From an optimization exercise on the open Yosys and OpenROAD flow, aimed at small area, a short achievable clock period and few clock cycles; shortcuts taken in it are not production practice.
The RTL was checked by simulation tests, not by an equivalence proof against the original design.
Power and IR drop assume default switching activity.

File: flow/design.v
module gbgr_calc (
    input  wire        clk,
    input  wire        rst,           
    input  wire        start,         
    input  wire        op,            
    input  wire [1:0]  cadence_sel,   
    input  wire        fs_wr,
    input  wire        f0_wr,
    input  wire        f1_wr,
    input  wire        pps_wr,
    input  wire        period_wr,
    input  wire        defp_wr,
    input  wire [63:0] fs,
    input  wire [63:0] f0,
    input  wire [63:0] f1,
    input  wire [63:0] pps,
    input  wire [63:0] period,
    input  wire [63:0] defp,
    output wire        busy,
    output reg         done,
    output reg         ok,
    output reg         err_config,
    output reg         err_invalid,
    output reg         err_range,
    output wire [31:0] ftw0,
    output wire [31:0] ftw1,
    output wire [63:0] period_res,
    output wire [63:0] s2s
);
    localparam integer K   = 2;                     
    localparam integer NF  = (56 + K - 1) / K;      
    localparam integer SF  = NF * K;                
    localparam integer NM  = (53 + K - 1) / K;      
    localparam integer THI = 116 - NM * K - K;      
    localparam integer PLO = THI - 53;              
    localparam [4:0] S_IDLE  = 5'd0,
                     S_DIV   = 5'd1,
                     S_FIN   = 5'd2,
                     S_NORMD = 5'd3,
                     S_NORMR = 5'd4,
                     S_RQ1   = 5'd5,
                     S_SUBN  = 5'd6,
                     S_RQ2   = 5'd7,
                     S_TSH   = 5'd8,
                     S_TFIN  = 5'd9,
                     S_PENC  = 5'd10,
                     S_NORMM = 5'd11,
                     S_MUL   = 5'd12,
                     S_PRND  = 5'd13,
                     S_PSH   = 5'd14,
                     S_PFIN  = 5'd15,
                     S_PREP  = 5'd16;
    function f_zero;
        input [63:0] w;
        f_zero = (w[62:0] == 63'd0);
    endfunction
    function f_finite;
        input [63:0] w;
        f_finite = (w[62:52] != 11'h7FF);
    endfunction
    function f_nan;
        input [63:0] w;
        f_nan = (w[62:52] == 11'h7FF) && (w[51:0] != 52'd0);
    endfunction
    function f_pos;
        input [63:0] w;
        f_pos = !w[63] && !f_zero(w) && !f_nan(w);
    endfunction
    function f_inf;
        input [63:0] w;
        f_inf = (w[62:52] == 11'h7FF) && (w[51:0] == 52'd0);
    endfunction
    function [52:0] f_sig;
        input [63:0] w;
        f_sig = {(w[62:52] != 11'd0), w[51:0]};
    endfunction
    function signed [12:0] f_exp;
        input [63:0] w;
        f_exp = (w[62:52] == 11'd0) ? -13'sd1022
                                    : $signed({2'b00, w[62:52]}) - 13'sd1023;
    endfunction
    function [10:0] f_bexp;
        input [63:0] w;
        f_bexp = (w[62:52] == 11'd0) ? 11'd1 : w[62:52];
    endfunction
    reg  [4:0]  state;
    reg  [1:0]  ph;           
    reg         full;         
    reg         first;        
    reg         pend;         
    reg         pph;          
    reg         sg0, sg1;     
    reg         fz;           
    reg         subq;         
    reg         g, st;        
    reg         phi;          
    reg         pe_big, pe_62, pe_small;    
    reg  signed [12:0] ex;    
    reg  signed [12:0] eb;    
    reg  [10:0] xa0, xa1;     
    reg  [10:0] xfs;          
    reg         fz0, fz1;     
    reg         sb0, sb1;     
    reg         op_r, s0_r;   
    reg         c_ok, c_cfg, c_inv, c_rinf, c_dsub, c_msub, c_fssub;
    reg         c_triv, c_big;    
    reg  signed [7:0]  cnt;
    reg  [63:0] R;
    reg  [63:0] Q;
    reg  [52:0] D;
    reg  [63:0] B;
    reg         busy_r;
    assign busy       = busy_r;
    assign s2s        = R;
    assign period_res = Q;
    assign ftw0       = B[63:32];
    assign ftw1       = B[31:0];
    reg         m_div, m_mul, m_add;
    reg         dinv;
    reg  [54:0] D3;
    reg         d3v;              
    wire [52:0] d_true = D ^ {53{dinv}};
    wire [54:0] d3_true = {2'b00, d_true} + {1'b0, d_true, 1'b0};
    reg  [63:0] inc_vec;
    reg  [63:0] inc_mask;
    wire [63:0] y1 = {dinv, dinv, D, {9{dinv}}};
    wire [63:0] y2 = {dinv, D, {10{dinv}}};
    wire [63:0] y3 = {D3, {9{dinv}}};
    wire [56:0] t1w = {1'b0, R[63:9], 1'b1} + {1'b0, y1[63:9], dinv};
    wire [56:0] t2w = {1'b0, R[63:9], 1'b1} + {1'b0, y2[63:9], dinv};
    wire [56:0] t3w = {1'b0, R[63:9], 1'b1} + {1'b0, y3[63:9], dinv};
    wire [64:0] t1 = {t1w[56:1], R[8:0]};
    wire [64:0] t2 = {t2w[56:1], R[8:0]};
    wire [64:0] t3 = {t3w[56:1], R[8:0]};
    wire [1:0]  qd = t3[64] ? 2'd3 : t2[64] ? 2'd2 : t1[64] ? 2'd1 : 2'd0;
    wire [K-1:0] qb = qd;
    wire [55:0] b_ext = {3'b000, B[52:0]};
    wire [1:0]  b_dig = b_ext[2*cnt[4:0] +: 2];
    wire [1:0]  rq = m_mul ? b_dig : qd;
    reg  [7:0]  b_tz;
    integer     z;
    always @(*) begin
        b_tz = NM - 1;
        for (z = NM - 2; z >= 0; z = z - 1)
            if (b_ext[2*z +: 2] != 2'd0)
                b_tz = z;
    end
    reg  [63:0] r_out;
    always @(*) begin
        case (rq)
            2'd0: r_out = R;
            2'd1: r_out = t1[63:0];
            2'd2: r_out = t2[63:0];
            default: r_out = t3[63:0];
        endcase
    end
    wire [63:0] r_inc = (sh_r + inc_vec) & inc_mask;
    wire fs_ok = fs_wr && f_finite(fs) && f_pos(fs);
    wire [63:0]        dvin   = (op && cadence_sel[0]) ? pps : fs;
    reg  [1:0]  ld_ph;
    reg         ld_full;
    wire [63:0] fsel_w  = ld_ph[0] ? f1 : f0;
    wire signed [12:0] e0_f0  = $signed({2'b00, xa0}) - eb;
    wire signed [12:0] e0_f1  = $signed({2'b00, xa1}) - eb;
    wire signed [12:0] e0_p   = 13'sd1023 - eb;
    wire signed [12:0] tot_f0 = (e0_f0 + 13'sd34 + $signed({12'd0, e0_f0[0]})) >>> 1;
    wire signed [12:0] tot_f1 = (e0_f1 + 13'sd34 + $signed({12'd0, e0_f1[0]})) >>> 1;
    wire               triv_f0 = fz0 || (e0_f0 < -13'sd33);
    wire               triv_f1 = fz1 || (e0_f1 < -13'sd33);
    wire               big_f0  = (e0_f0 > 13'sd13);
    wire               big_f1  = (e0_f1 > 13'sd13);
    wire signed [12:0] ld_e0  = (ld_ph == 2'd2) ? e0_p : (ld_ph[0] ? e0_f1 : e0_f0);
    wire signed [12:0] ld_tot = ld_ph[0] ? tot_f1 : tot_f0;
    wire               ld_tv  = ld_ph[0] ? triv_f1 : triv_f0;
    wire               ld_bg  = ld_ph[0] ? big_f1 : big_f0;
    wire [10:0]        bx_dv  = f_bexp(dvin);
    wire               ld_pad = !ld_full && (state != S_IDLE) &&
                                (ld_ph[0] ? e0_f1[0] : e0_f0[0]);
    wire [52:0]        ld_sig = (ld_ph == 2'd2) ? {1'b1, 52'd0} : f_sig(fsel_w);
    wire [63:0]        ld_r   = {1'b0, ld_sig, 10'd0} >> ld_pad;
    wire               ld_z   = (state == S_IDLE) ? f_zero(f0) :
                                (ld_ph != 2'd2) && (ld_ph[0] ? fz1 : fz0);
    wire [31:0] fq_k   = Q[32:1];
    wire        fq_g   = Q[0];
    reg  [6:0]  rtop;                                
    wire [7:0]  fq_rt  = {1'b0, rtop};               
    wire [7:0]  fq_d7  = {1'b0, d_true[52:46]};      
    wire        fq_bad = fq_g ? (rtop[6:1] == 6'd0) : (fq_rt + 8'd3 > fq_d7);
    wire        fq_s   = pph ? sg1 : sg0;
    wire        sl_r   = g & (st | R[0]);
    wire        sl_s   = ph[0] ? sg1 : sg0;
    wire        ftw_fast = pend;
    wire [31:0] ftw_k  = ftw_fast ? fq_k : R[31:0];
    wire        ftw_r  = ftw_fast ? fq_g : sl_r;
    wire        ftw_sg = ftw_fast ? fq_s : sl_s;
    wire [31:0] ftw_v  = (ftw_k ^ {32{ftw_sg}}) + {31'd0, ftw_r ^ ftw_sg};
    wire        lead   = Q[SF-1];
    wire [52:0] fm_m   = lead ? Q[SF-1:SF-53] : Q[SF-2:SF-54];
    wire        fm_rb  = lead ? Q[SF-54] : Q[SF-55];
    reg         fm_st;
    integer     m;
    always @(*) begin
        fm_st = (R != 64'd0);
        for (m = 0; m < SF - 55; m = m + 1)
            fm_st = fm_st | Q[m];
        if (lead)
            fm_st = fm_st | Q[SF-55];
    end
    wire        p_hi   = R[THI];
    wire        p_inc  = p_hi ? (R[PLO] & (st | (R[PLO-1:0] != 0) | R[PLO+1]))
                              : (R[PLO-1] & (st | (R[PLO-2:0] != 0) | R[PLO+1]));
    function [2:0] pick;
        input signed [7:0] c;
        begin
            if (c >= 8'sd32)      pick = 3'd4;
            else if (c >= 8'sd8)  pick = 3'd3;
            else if (c >= K)      pick = 3'd2;
            else if (c >= 8'sd1)  pick = 3'd1;
            else if (c < 8'sd0)   pick = 3'd5;
            else                  pick = 3'd0;
        end
    endfunction
    function signed [7:0] step;
        input [2:0] p;
        case (p)
            3'd4: step = 8'sd32;
            3'd3: step = 8'sd8;
            3'd2: step = K;
            3'd1: step = 8'sd1;
            3'd5: step = -8'sd1;
            default: step = 8'sd0;
        endcase
    endfunction
    reg  [2:0]  shs;
    reg         shl;
    reg  [2:0]  sh_sel;
    reg  signed [7:0] sh_n;
    always @(*) begin
        if (state == S_NORMR)    begin sh_sel = 3'd5; sh_n = -8'sd1; end
        else if (state == S_SUBN || state == S_PREP) begin sh_sel = 3'd1; sh_n = 8'sd1; end
        else if (state != S_TSH && state != S_PSH) begin sh_sel = 3'd0; sh_n = 8'sd0; end
        else                     begin sh_sel = shs; sh_n = step(shs); end
    end
    reg  [63:0] sh_r;
    reg         sh_g, sh_st;
    always @(*) begin
        case (sh_sel)
            3'd1: begin sh_r = R >> 1;  sh_g = R[0];   sh_st = st | g; end
            3'd2: begin sh_r = R >> K;  sh_g = R[K-1]; sh_st = st | g | ((R & ((64'd1 << (K-1)) - 1)) != 0); end
            3'd3: begin sh_r = R >> 8;  sh_g = R[7];   sh_st = st | g | (R[6:0] != 0); end
            3'd4: begin sh_r = R >> 32; sh_g = R[31];  sh_st = st | g | (R[30:0] != 0); end
            3'd5: begin sh_r = R << 1;  sh_g = g;      sh_st = st; end
            default: begin sh_r = R;    sh_g = g;      sh_st = st; end
        endcase
    end
    wire signed [7:0] cnt_next = cnt - sh_n;
    wire signed [7:0] cnt_nx = cnt - step(shs);
    wire [2:0]        nx_shs = pick(cnt_nx);
    function one_step;
        input signed [7:0] c;
        one_step = (c == 8'sd32) || (c == 8'sd8) || (c == K) || (c == 8'sd1) ||
                   (c == 8'sd0) || (c == -8'sd1);
    endfunction
    wire signed [7:0] tq_cnt = (ex > 13'sd51) ? 8'sd0 : (8'sd20 - ex[7:0]);
    wire signed [7:0] pr_cnt = (ex < -13'sd2) ? 8'sd0 : (PLO + 52 - ex[7:0]);
    wire signed [7:0] cnt_sh = (state == S_PRND) ? pr_cnt : tq_cnt;
    wire [2:0]        cs_shs = pick(cnt_sh);
    wire signed [12:0] pr_ep = ex + $signed({12'd0, p_hi});
    wire tune_pre = fs_ok && f0_wr && f_finite(f0) && f1_wr && f_finite(f1);
    reg [63:0] rv;
    reg        rv_wr;
    reg        rv_inf;
    reg        rv_pos;
    always @(*) begin
        if (cadence_sel[0]) begin
            rv = pps;    rv_wr = pps_wr;    rv_inf = f_inf(pps);    rv_pos = f_pos(pps);
        end else if (cadence_sel[1]) begin
            rv = period; rv_wr = period_wr; rv_inf = f_inf(period); rv_pos = f_pos(period);
        end else begin
            rv = defp;   rv_wr = defp_wr;   rv_inf = f_inf(defp);   rv_pos = f_pos(defp);
        end
    end
    wire r_cfg = !rv_wr || !fs_ok;
    wire r_inv = rv_wr && !rv_pos;
    wire signed [12:0] pe_e   = ex + $signed({12'd0, R[53]});
    wire [10:0]        pe_exp = subq ? {10'd0, R[52]} : pe_e[10:0] + 11'd1023;
    wire               pe_inf = !subq && (pe_e > 13'sd1023);
    wire signed [12:0] pe_eu  = subq ? -13'sd1022 : pe_e;
    always @(*) begin
        inc_vec  = 64'd0;
        inc_mask = {64{1'b1}};
        if (state == S_PRND) begin
            if (p_hi) begin
                inc_vec[PLO+1]  = p_inc;
                inc_mask = {64{1'b1}} << (PLO + 1);
            end else begin
                inc_vec[PLO]  = p_inc;
                inc_mask = {64{1'b1}} << PLO;
            end
        end else begin
            inc_vec[0] = sh_g & (sh_st | sh_r[0]);
        end
    end
    always @(*) begin
        ld_ph   = 2'd0;
        ld_full = 1'b0;
        case (state)
            S_IDLE:  begin ld_ph = 2'd0; ld_full = 1'b0; end
            S_PREP:  begin ld_ph = op_r ? 2'd2 : 2'd0; ld_full = op_r; end
            S_DIV:   begin
                if (pend && fq_bad)        begin ld_ph = {1'b0, pph}; ld_full = 1'b1; end
                else if (first && !c_triv) begin ld_ph = ph; ld_full = 1'b1; end
                else                       begin ld_ph = 2'd1; ld_full = 1'b0; end
            end
            S_FIN:   begin
                if (pend && fq_bad) begin ld_ph = {1'b0, pph}; ld_full = 1'b1; end
                else                begin ld_ph = 2'd1; ld_full = 1'b0; end
            end
            S_NORMD: begin ld_ph = ph; ld_full = (ph == 2'd2); end
            S_TFIN:  begin ld_ph = 2'd1; ld_full = 1'b0; end
            default: begin ld_ph = ph; ld_full = full; end
        endcase
    end
    reg [4:0] ns;
    localparam [2:0] RS_HOLD = 3'd0, RS_LD = 3'd1, RS_ZERO = 3'd2, RS_DIV = 3'd3,
                     RS_MUL = 3'd4, RS_INC = 3'd5, RS_FM = 3'd6, RS_SH = 3'd7;
    localparam [2:0] QS_HOLD = 3'd0, QS_LD = 3'd1, QS_DIV0 = 3'd2, QS_DIV = 3'd3, QS_ENC = 3'd4;
    localparam [2:0] DS_HOLD = 3'd0, DS_LD = 3'd1, DS_ND = 3'd2, DS_FS = 3'd3, DS_NM = 3'd4;
    localparam [1:0] BS_HOLD = 2'd0, BS_FTW = 2'd1, BS_ZERO = 2'd2, BS_FULL = 2'd3;
    localparam [1:0] BF_LD = 2'd0, BF_ENC = 2'd1, BF_NM = 2'd2, BF_MUL = 2'd3;
    reg [2:0] rsel, qsel, dsel;
    reg [1:0] bhi, blo, bfs;
    reg [63:0] b_full;
    task do_load;
        begin
            rsel = RS_LD;
            ex    <= ld_e0;
            ph    <= ld_ph;
            full  <= ld_full;
            first <= !ld_full;
            fz    <= ld_z;
            cnt   <= ld_full ? NF - 1 : ld_tot[7:0] - 8'sd1;
            c_triv <= ld_tv;
            c_big  <= ld_bg;
            if (ld_full && (ld_ph != 2'd2) && (ld_ph[0] ? sb1 : sb0))
                ns = S_NORMR;
            else
                ns = S_DIV;
        end
    endtask
    task finish;
        input f_ok, f_cfg, f_inv, f_rng;
        begin
            ok          <= f_ok;
            err_config  <= f_cfg;
            err_invalid <= f_inv;
            err_range   <= f_rng;
            done        <= 1'b1;
            ns = S_IDLE;
        end
    endtask
    always @(posedge clk) begin
        ns = state;
        rsel = RS_HOLD;
        qsel = QS_HOLD;
        dsel = DS_HOLD;
        bhi = BS_HOLD;
        blo = BS_HOLD;
        bfs = BF_LD;
        begin
            done <= 1'b0;
            pend <= 1'b0;
            if (pend && !fq_bad) begin
                if (pph) blo = BS_FTW;
                else     bhi = BS_FTW;
            end
            case (state)
                S_IDLE: begin
                    sg0  <= f0[63];
                    sg1  <= f1[63];
                    g    <= 1'b0;
                    st   <= 1'b0;
                    subq <= 1'b0;
                    do_load;
                    dsel = DS_LD;
                    eb   <= $signed({2'b00, bx_dv});
                    xa0  <= op ? f_bexp(rv) : f_bexp(f0);
                    xa1  <= f_bexp(f1);
                    xfs  <= f_bexp(fs);
                    fz0  <= f_zero(f0);
                    fz1  <= f_zero(f1);
                    sb0  <= (f0[62:52] == 11'd0);
                    sb1  <= (f1[62:52] == 11'd0);
                    op_r <= op;
                    s0_r <= cadence_sel[0];
                    c_ok   <= tune_pre;
                    c_cfg  <= r_cfg;
                    c_inv  <= r_inv;
                    c_rinf <= rv_inf;
                    c_dsub <= (dvin[62:52] == 11'd0);
                    c_msub <= (rv[62:52] == 11'd0) || (fs[62:52] == 11'd0);
                    c_fssub <= (fs[62:52] == 11'd0);
                    qsel = QS_LD;
                    bhi = BS_FULL; blo = BS_FULL; bfs = BF_LD;
                    ns = start ? S_PREP : S_IDLE;
                end
                S_PREP: begin
                    if (!op_r) begin
                        ex <= ld_e0;
                        cnt <= ld_tot[7:0] - 8'sd1;
                        c_triv <= ld_tv;
                        c_big  <= ld_bg;
                        if (ld_e0[0])
                            rsel = RS_SH;      
                        if (!c_ok)
                            finish(1'b0, 1'b1, 1'b0, 1'b0);
                        else if (c_dsub)
                            ns = S_NORMD;
                        else
                            ns = S_DIV;
                    end else if (c_cfg || c_inv) begin
                        finish(1'b0, c_cfg, c_inv, 1'b0);
                    end else if (s0_r) begin
                        do_load;               
                        if (c_rinf) begin
                            rsel = RS_ZERO;
                            finish(1'b1, 1'b0, 1'b0, 1'b0);
                        end else if (c_dsub)
                            ns = S_NORMD;
                    end else begin
                        rsel = RS_ZERO;
                        ex   <= $signed({2'b00, xa0}) + $signed({2'b00, xfs}) - 13'sd2046;
                        cnt  <= b_tz;
                        if (c_rinf)
                            finish(1'b0, 1'b0, 1'b0, 1'b1);
                        else if (c_msub)
                            ns = S_NORMM;
                        else
                            ns = S_MUL;
                    end
                end
                S_NORMD: begin
                    if (D[52]) begin
                        dsel = DS_ND;
                        eb <= eb - 13'sd1;
                    end else begin
                        do_load;
                    end
                end
                S_NORMR: begin
                    if (!R[62]) begin
                        rsel = RS_SH;
                        ex <= ex - 13'sd1;
                    end else begin
                        ns = S_DIV;
                    end
                end
                S_DIV: begin
                    if (d3v) begin
                        rsel = RS_DIV;
                        qsel = first ? QS_DIV0 : QS_DIV;
                        cnt <= cnt - 8'sd1;
                        first <= 1'b0;
                        rtop <= r_out[61:55];
                        if (pend && fq_bad) begin
                            do_load;
                        end else if (first && c_triv) begin
                            if (ph[0]) begin
                                blo = BS_ZERO;
                                ns = S_FIN;
                            end else begin
                                bhi = BS_ZERO;
                                do_load;           
                            end
                        end else if (first && c_big) begin
                            do_load;               
                        end else if (cnt == 8'sd0) begin
                            if (full) begin
                                ns = S_RQ1;
                            end else begin
                                pend <= 1'b1;
                                pph  <= ph[0];
                                if (ph[0])
                                    ns = S_FIN;
                                else
                                    do_load;       
                            end
                        end
                    end
                end
                S_FIN: begin
                    if (pend && fq_bad)
                        do_load;               
                    else if (pend && !pph)
                        do_load;               
                    else
                        finish(1'b1, 1'b0, 1'b0, 1'b0);
                end
                S_RQ1: begin
                    rsel = RS_FM;
                    g  <= fm_rb;
                    st <= fm_st;
                    ex <= ex - 13'sd1 + $signed({12'd0, lead});
                    if (ph == 2'd2 && (ex - 13'sd1 + $signed({12'd0, lead})) < -13'sd1022)
                        ns = S_SUBN;
                    else
                        ns = S_RQ2;
                end
                S_SUBN: begin
                    subq <= 1'b1;
                    if (ex < -13'sd1022) begin
                        rsel = RS_SH;
                        g  <= R[0];
                        st <= st | g;
                        ex <= ex + 13'sd1;
                    end else begin
                        ns = S_RQ2;
                    end
                end
                S_RQ2: begin
                    rsel = RS_INC;
                    g  <= 1'b0;
                    st <= 1'b0;
                    if (ph == 2'd2) begin
                        ns = S_PENC;
                    end else begin
                        cnt   <= tq_cnt;
                        shs   <= cs_shs;
                        shl   <= one_step(cnt_sh);
                        ns = S_TSH;
                    end
                end
                S_TSH: begin
                    if (ex + $signed({12'd0, R[53]}) > 13'sd1023) begin
                        finish(1'b0, 1'b1, 1'b0, 1'b0);
                    end else begin
                        if (ex > 13'sd51)
                            rsel = RS_ZERO;
                        else
                            rsel = RS_SH;
                        ex  <= 13'sd0;
                        g   <= sh_g;
                        st  <= sh_st;
                        cnt <= cnt_nx;
                        shs <= nx_shs;
                        shl <= one_step(cnt_nx);
                        if (shl || ex > 13'sd51)
                            ns = S_TFIN;
                    end
                end
                S_TFIN: begin
                    if (ph[0]) begin
                        blo = BS_FTW;
                        finish(1'b1, 1'b0, 1'b0, 1'b0);
                    end else begin
                        bhi = BS_FTW;
                        do_load;               
                    end
                end
                S_PENC: begin
                    if (pe_inf) begin
                        finish(1'b0, 1'b0, 1'b0, 1'b1);
                    end else begin
                        qsel = QS_ENC;
                        bhi = BS_FULL; blo = BS_FULL; bfs = BF_ENC;
                        dsel = DS_FS;
                        ex  <= pe_eu + $signed({2'b00, xfs}) - 13'sd1023;
                        rsel = RS_ZERO;
                        st  <= 1'b0;
                        cnt <= NM - 1;
                        if (pe_exp == 11'd0 || c_fssub)
                            ns = S_NORMM;
                        else
                            ns = S_MUL;
                    end
                end
                S_NORMM: begin
                    if (!D[52] || !B[52]) begin
                        if (!D[52]) dsel = DS_NM;
                        if (!B[52]) begin bhi = BS_FULL; blo = BS_FULL; bfs = BF_NM; end
                        ex <= ex - $signed({12'd0, !D[52]}) - $signed({12'd0, !B[52]});
                    end else begin
                        cnt <= b_tz;
                        ns = S_MUL;
                    end
                end
                S_MUL: begin
                    if (d3v) begin
                        rsel = RS_MUL;
                        st  <= st | ((r_out & ((64'd1 << K) - 1)) != 0);
                        cnt <= cnt + 8'sd1;
                        if (cnt == NM - 1)
                            ns = S_PRND;
                    end else begin
                        cnt <= b_tz;
                    end
                end
                S_PRND: begin
                    rsel = RS_INC;
                    phi <= p_hi;
                    ex  <= ex + $signed({12'd0, p_hi});
                    g   <= 1'b0;
                    st  <= 1'b0;
                    first <= 1'b1;
                    cnt <= pr_cnt;
                    shs <= cs_shs;
                    shl <= one_step(cnt_sh);
                    pe_big   <= (pr_ep > 13'sd62);
                    pe_62    <= (pr_ep == 13'sd62);
                    pe_small <= (pr_ep < -13'sd1);
                    ns = S_PSH;
                end
                S_PSH: begin
                    first <= 1'b0;
                    if (first && (pe_big || (pe_62 && (phi ? R[PLO+54] : R[PLO+53])))) begin
                        finish(1'b0, 1'b0, 1'b0, 1'b1);
                    end else if (first && pe_small) begin
                        rsel = RS_ZERO;
                        finish(1'b1, 1'b0, 1'b0, 1'b0);
                    end else begin
                        rsel = RS_SH;
                        g   <= sh_g;
                        st  <= sh_st;
                        cnt <= cnt_nx;
                        shs <= nx_shs;
                        shl <= one_step(cnt_nx);
                        if (shl) begin
                            rsel = RS_INC;
                            finish(1'b1, 1'b0, 1'b0, 1'b0);
                        end
                    end
                end
                S_PFIN: begin
                    rsel = RS_INC;
                    finish(1'b1, 1'b0, 1'b0, 1'b0);
                end
                default: ns = S_IDLE;
            endcase
        end
        if (rst) begin
            ns = S_IDLE;
            done <= 1'b0;
            pend <= 1'b0;
        end
        case (rsel)
            RS_LD:   R <= ld_r;
            RS_ZERO: R <= 64'd0;
            RS_DIV:  R <= r_out << K;
            RS_MUL:  R <= r_out >> K;
            RS_INC:  R <= r_inc;
            RS_FM:   R <= {11'd0, fm_m};
            RS_SH:   R <= sh_r;
            default: ;
        endcase
        case (qsel)
            QS_LD:   Q <= cadence_sel[0] ? 64'd0 : rv;
            QS_DIV0: Q <= {{(64-K){1'b0}}, qb};
            QS_DIV:  Q <= {Q[63-K:0], qb};
            QS_ENC:  Q <= {1'b0, pe_exp, R[51:0]};
            default: ;
        endcase
        case (dsel)
            DS_LD:   begin
                D    <= (op && cadence_sel[0]) ? ~f_sig(pps) : (op ? f_sig(rv) : ~f_sig(fs));
                dinv <= !(op && !cadence_sel[0]);
            end
            DS_ND:   D <= {D[51:0], 1'b1};
            DS_FS:   begin D <= {(pe_exp != 11'd0), R[51:0]}; dinv <= 1'b0; end
            DS_NM:   D <= D << 1;
            default: ;
        endcase
        D3  <= d3_true ^ {55{dinv}};
        d3v <= (dsel == DS_HOLD);
        case (bfs)
            BF_LD:   b_full = {11'd0, f_sig(fs)};
            BF_ENC:  b_full = {11'd0, f_sig(fs)};
            BF_NM:   b_full = B << 1;
            default: b_full = B >> K;
        endcase
        case (bhi)
            BS_FTW:  B[63:32] <= ftw_v;
            BS_ZERO: B[63:32] <= 32'd0;
            BS_FULL: B[63:32] <= b_full[63:32];
            default: ;
        endcase
        case (blo)
            BS_FTW:  B[31:0] <= ftw_v;
            BS_ZERO: B[31:0] <= 32'd0;
            BS_FULL: B[31:0] <= b_full[31:0];
            default: ;
        endcase
        state  <= ns;
        busy_r <= (ns != S_IDLE);
        m_div  <= (ns == S_DIV);
        m_mul  <= (ns == S_MUL);
        m_add  <= (ns == S_RQ2) || (ns == S_PRND) || (ns == S_PFIN);
    end
endmodule
File: flow/run.sh
#!/bin/bash
# synth_recipe.tcl (not shown) runs the flow's synth.tcl, then flattens the netlist and writes it again
# the make line also repeats each setting of config.mk as NAME=value (left out here)
make -C /OpenROAD-flow-scripts/flow DESIGN_CONFIG=/design/flow/config.mk WORK_HOME=/design/flow/orfs CLKGATE_MAP_FILE= SYNTH_SCRIPT=/design/flow/synth_recipe.tcl finish
File: flow/config.mk
export PLATFORM = sky130hd
export DESIGN_NAME = gbgr_calc
export DESIGN_NICKNAME = gbgr_calc
export VERILOG_FILES = /design/flow/design.v
export SDC_FILE = /design/flow/constraint.sdc
export NUM_CORES = 4
export LEC_CHECK = 0
export CAP_MARGIN = 20
export CORE_MARGIN = 2
export CORE_UTILIZATION = 40
export PLACE_DENSITY = 0.6
export SLEW_MARGIN = 20
File: flow/constraint.sdc
create_clock -name core_clock -period 18.0 [get_ports {clk}]
set_input_delay 3.6000 -clock core_clock [delete_from_list [all_inputs] [get_ports {clk}]]
set_output_delay 3.6000 -clock core_clock [all_outputs]
set_load 0.01 [all_outputs]
==> results.tsv <==
stage	metric	value	unit
floorplanning	core area	135000	um2
yosys	EDFF count, synth	357	
yosys	largest family of logic cells by synthesized area	compound AO/OA/AOI/OAI gates	
detailed_routing	Initial DRC Count	9797	
placement	IO Port Bufs	593	
global_routing	gr usage total	43.9	%
status	status	no timing/DRC/antenna violations	
placement	# placed instances	9041	
floorplanning	row count	135	
yosys	XOR/XNOR Fraction of Synth Area	8.91	%
setup_path	r2r setup slk	10.90	ns
floorplanning	die area	140000	um2
sta	Final Critical Period	7.10	ns
detailed_routing	detailed-route wire length per cell	35.3	um
yosys	synth warn	1	
yosys	Yosys cell types	124	
detailed_routing	via/cell ratio	6.91	
floorplanning	Initial Util	40.3	%
clock_network	Worst-Skew Late Latency	0.76	ns
floorplanning	io pins	594	
pwr	Pwr Density	137	nW/um2
clock_network	CTS H-tree lvls	2	
yosys	Syn Std Cell Area	54700	um2
setup_path	Reg2Reg Launch Point	R[9]	
sta	Layout Skew	0.0907	ns
hold_path	Hold Path End	B[62]	
hold_path	Hold Startpoint	B[61]	
yosys	top cells by count, synth	nand2_1, a21oi_1, nor2_1, o21ai_0, clkbuf_1	
yosys	synth top area cells	edfxtp_1, ha_1, xnor2_1, mux2i_1, a21oi_1	
yosys	ys flop type	edfxtp_1	
global_routing	global route overflow	0	
setup_path	r2r endpoint	R[59]	
detailed_routing	routed wire length	323000	um
yosys	Post-synth ARST share	0	%
yosys	Synth Register Bits	422	
global_routing	first-pass GRT wire length	446000	um
yosys	syn nets	7729	
global_routing	pin count of the biggest net entering global routing	81	
sta	fin. max-slew vios	0	
yosys	post-synthesis sequential area ratio	22.0	%
sta	slew margin rel.	11.2	%
pwr	Leak	0.0243	uW
global_routing	vias in the first global route	58900	
setup_path	crit path launch	R[9]	
yosys	simple-gate portion of the synthesized area	20.4	%
job	max_cap viols	0	
sta	setup TNS after final layout	0	ns
detailed_routing	DR pass1 iterations	9	
sta	worst setup margin	10.90	ns
sta	hold slack	0.599	ns
yosys	mux cell area share after synthesis	7.65	%
yosys	area share of the largest cell type after synthesis	19.6	%
detailed_routing	post-route ant nets	0	
placement	DP HPWL	255000	um
setup_path	critical path launch point type	register	
setup_path	worst r2r path cells	16	
clock_network	CTS tree	yes	
detailed_routing	Vias	63300	
yosys	most frequent cell after synthesis	nand2_1	
pwr	VDD IR max	0.0921	mV
sta	worst slew pin tran	1.33	ns
placement	global placement routability congestion	1.06	
cells_and_area	share of layout cells above drive strength 1	7.30	%
yosys	post-synthesis adder-cell area fraction	8.19	%
clock_network	Num CTS Buffers	59	
cells_and_area	area delta synth->final	17.9	%
sta	RSZ-0062 raised after global routing	false	
clock_network	post_cts resized	0	
yosys	complex-gate fraction of the synthesized area	27.4	%
clock_network	Max clock buf depth	3	
sta	Final Hold Viols	0	
global_routing	antenna violations before repair	22	
setup_path	Worst EP arrival	7.49	ns
hold_path	hold path cells	2	
hold_path	min-delay worst type	reg -> reg	
cells_and_area	Final #Nets	8068	
clock_network	hold buffers post-CTS	0	
setup_path	crit path capture type	register	
sta	fmax	141	MHz
floorplanning	Die Y	374	um
yosys	syn_area_per_cell	7.83	um2
sta	Final Cycle Share	39.5	%
yosys	Synth area leader	edfxtp_1	
detailed_routing	# DRC	0	
clock_network	post-CTS setup buffer count	0	
setup_path	WP data required	18.38	ns
setup_path	crit path max fanout	38	
setup_path	Setup CP Type	reg -> reg	
clock_network	Sink Count	422	
clock_network	clock input transition at the sequential cells of the worst setup and hold paths	0.07	ns
clock_network	Clock Root Buffer	clkbuf_16	
cells_and_area	Finished Layout Cells	9166	
placement	DP Worst Slack	11.10	ns
yosys	Synth Instances	6982	
floorplanning	Die W	374	um
sta	Final Setup Violations	0	
==> cell type report <==
type | instances | area, um2
fill | 13500 | 71000
multi-input combinational | 5845 | 39900
sequential | 422 | 12000
timing repair buffer | 791 | 7410
tap | 1781 | 2230
clock buffer | 67 | 1550
inverter | 202 | 759
clock inverter | 44 | 509
antenna | 14 | 35.0
==> logic make-up after synthesis <==
logic type,count (synthesis)
compound gates,2284
xor+xnor,552
fa+ha+maj,352
buf+inv,715
flops,422
mux,385
simple gates,2272
==> worst max-delay path: stages (launching register included) <==
cell and delay, ns:
edfxtp_1 0.48, buf_4 0.27, inv_1 0.22, ha_1 0.21, o21ai_0 0.17, a221oi_1 0.55
o2111ai_1 0.39, a211oi_1 1.13, o21ai_1 0.21, a21bo_2 0.29, a311oi_2 0.29, buf_4 0.30
or2_2 0.47, buf_4 0.54, nor2_1 0.18, a221oi_1 0.71, o221ai_1 0.23
==> sequential cells by signal (all words and copies together) (netlist names), 2 cells and up <==
signal	flops
xfs	11
rtop	7
state	5
D	53
xa0	11
Q	64
shs	3
cnt	8
ex	13
B	64
eb	13
D3	55
xa1	11
R	64
ph	2
==> where the power goes <==
group | switching [uW] | total (uW) | internal, uW | leakage, uW
Combinational | 3750 | 5850 | 2100 | 0.0191
Sequential | 367 | 1690 | 1320 | 0.00428
Clock | 564 | 1310 | 748 | 0.00100
Total | 4680 | 8850 | 4170 | 0.0243
==> layer usage <==
metal	GRT usage, %	routed length [um]
met5	0	97
met4	32.3	28600
met3	11.0	37800
met2	64.5	134000
met1	55.7	123000
==> per-stage QoR <==
stage | power, uW | util (%) | area [um2]
floorplan | 5170 | - | 54700
global placement | 7270 | 46.0 | 62300
detailed placement | 7270 | 46.0 | 62300
CTS | 8610 | 47.5 | 64400
global route | 9170 | 47.5 | 64400
finish | 8850 | 47.6 | 64400
==> worst max path at each step <==
| stage | to | slack (ns) | cells past startpoint |
|---|---|---|---|
| 6_report | R[59] | 10.90 | 16 |
| 3_3_place_gp | c_ok | 11.11 | 6 |
| 5_1_grt | R[50] | 10.78 | 17 |
| 2_1_floorplan | R[0] | 10.51 | 17 |
| 4_1_cts | R[35] | 11.20 | 15 |
| 3_5_place_dp | D[52] | 11.10 | 9 |
==> cells in the final DEF (no fill, tap or decap), types with 52 or more instances in the layout <==
cell type        count
o221ai_1            62
xor2_1             210
o211ai_1            66
a221oi_1            76
a22oi_1            127
or3_1               59
xnor2_1            339
nand4_1             98
a211oi_1            82
nor2_1             506
ha_1               341
mux2_2              72
o21bai_1            52
nor4_1             148
o21ai_0            495
a31oi_1            118
clkbuf_16           60
edfxtp_1           357
nand2_1            702
nor3_1             178
a21oi_1            569
mux2i_1            292
buf_4              200
o22ai_1             66
and3_1              93
nand3_1            175
dfxtp_1             64
clkdlybuf4s50_1    590
nor2b_1             56
a21o_1             140
inv_1              194
Testbench counts, summed over its fixed seeds: cycles 148,624.

[re-timing with driven ports]
Ports are ideal in the flow. The routed layout listed here was re-timed in OpenROAD.
Step 1 sets driving cells, clkbuf_16 on the clock port and buf_2 on the other inputs (assumed; they add their load-dependent delay and slew).
Step 2, shift: input delay + t, output delay - t, t = (earliest + latest rising clock arrival at the registers) / 2. This alone moves slack from input paths to output paths.
Three values: ideal ports, drivers, drivers and shift; two values: the first two.
t (ns): 0.806
setup slack, ns: 10.897 / 10.897 / 10.897
worst hold slack (ns): 0.599 / 0.599 / 0.599
worst register clock-pin slew, ns: 0.08 / 0.08
worst data-port slew with drivers (ns): 0.21
After both steps this run still meets setup and hold. The setup slack of this run moves by 0.000 ns with the drivers and by 0.000 ns with both steps.
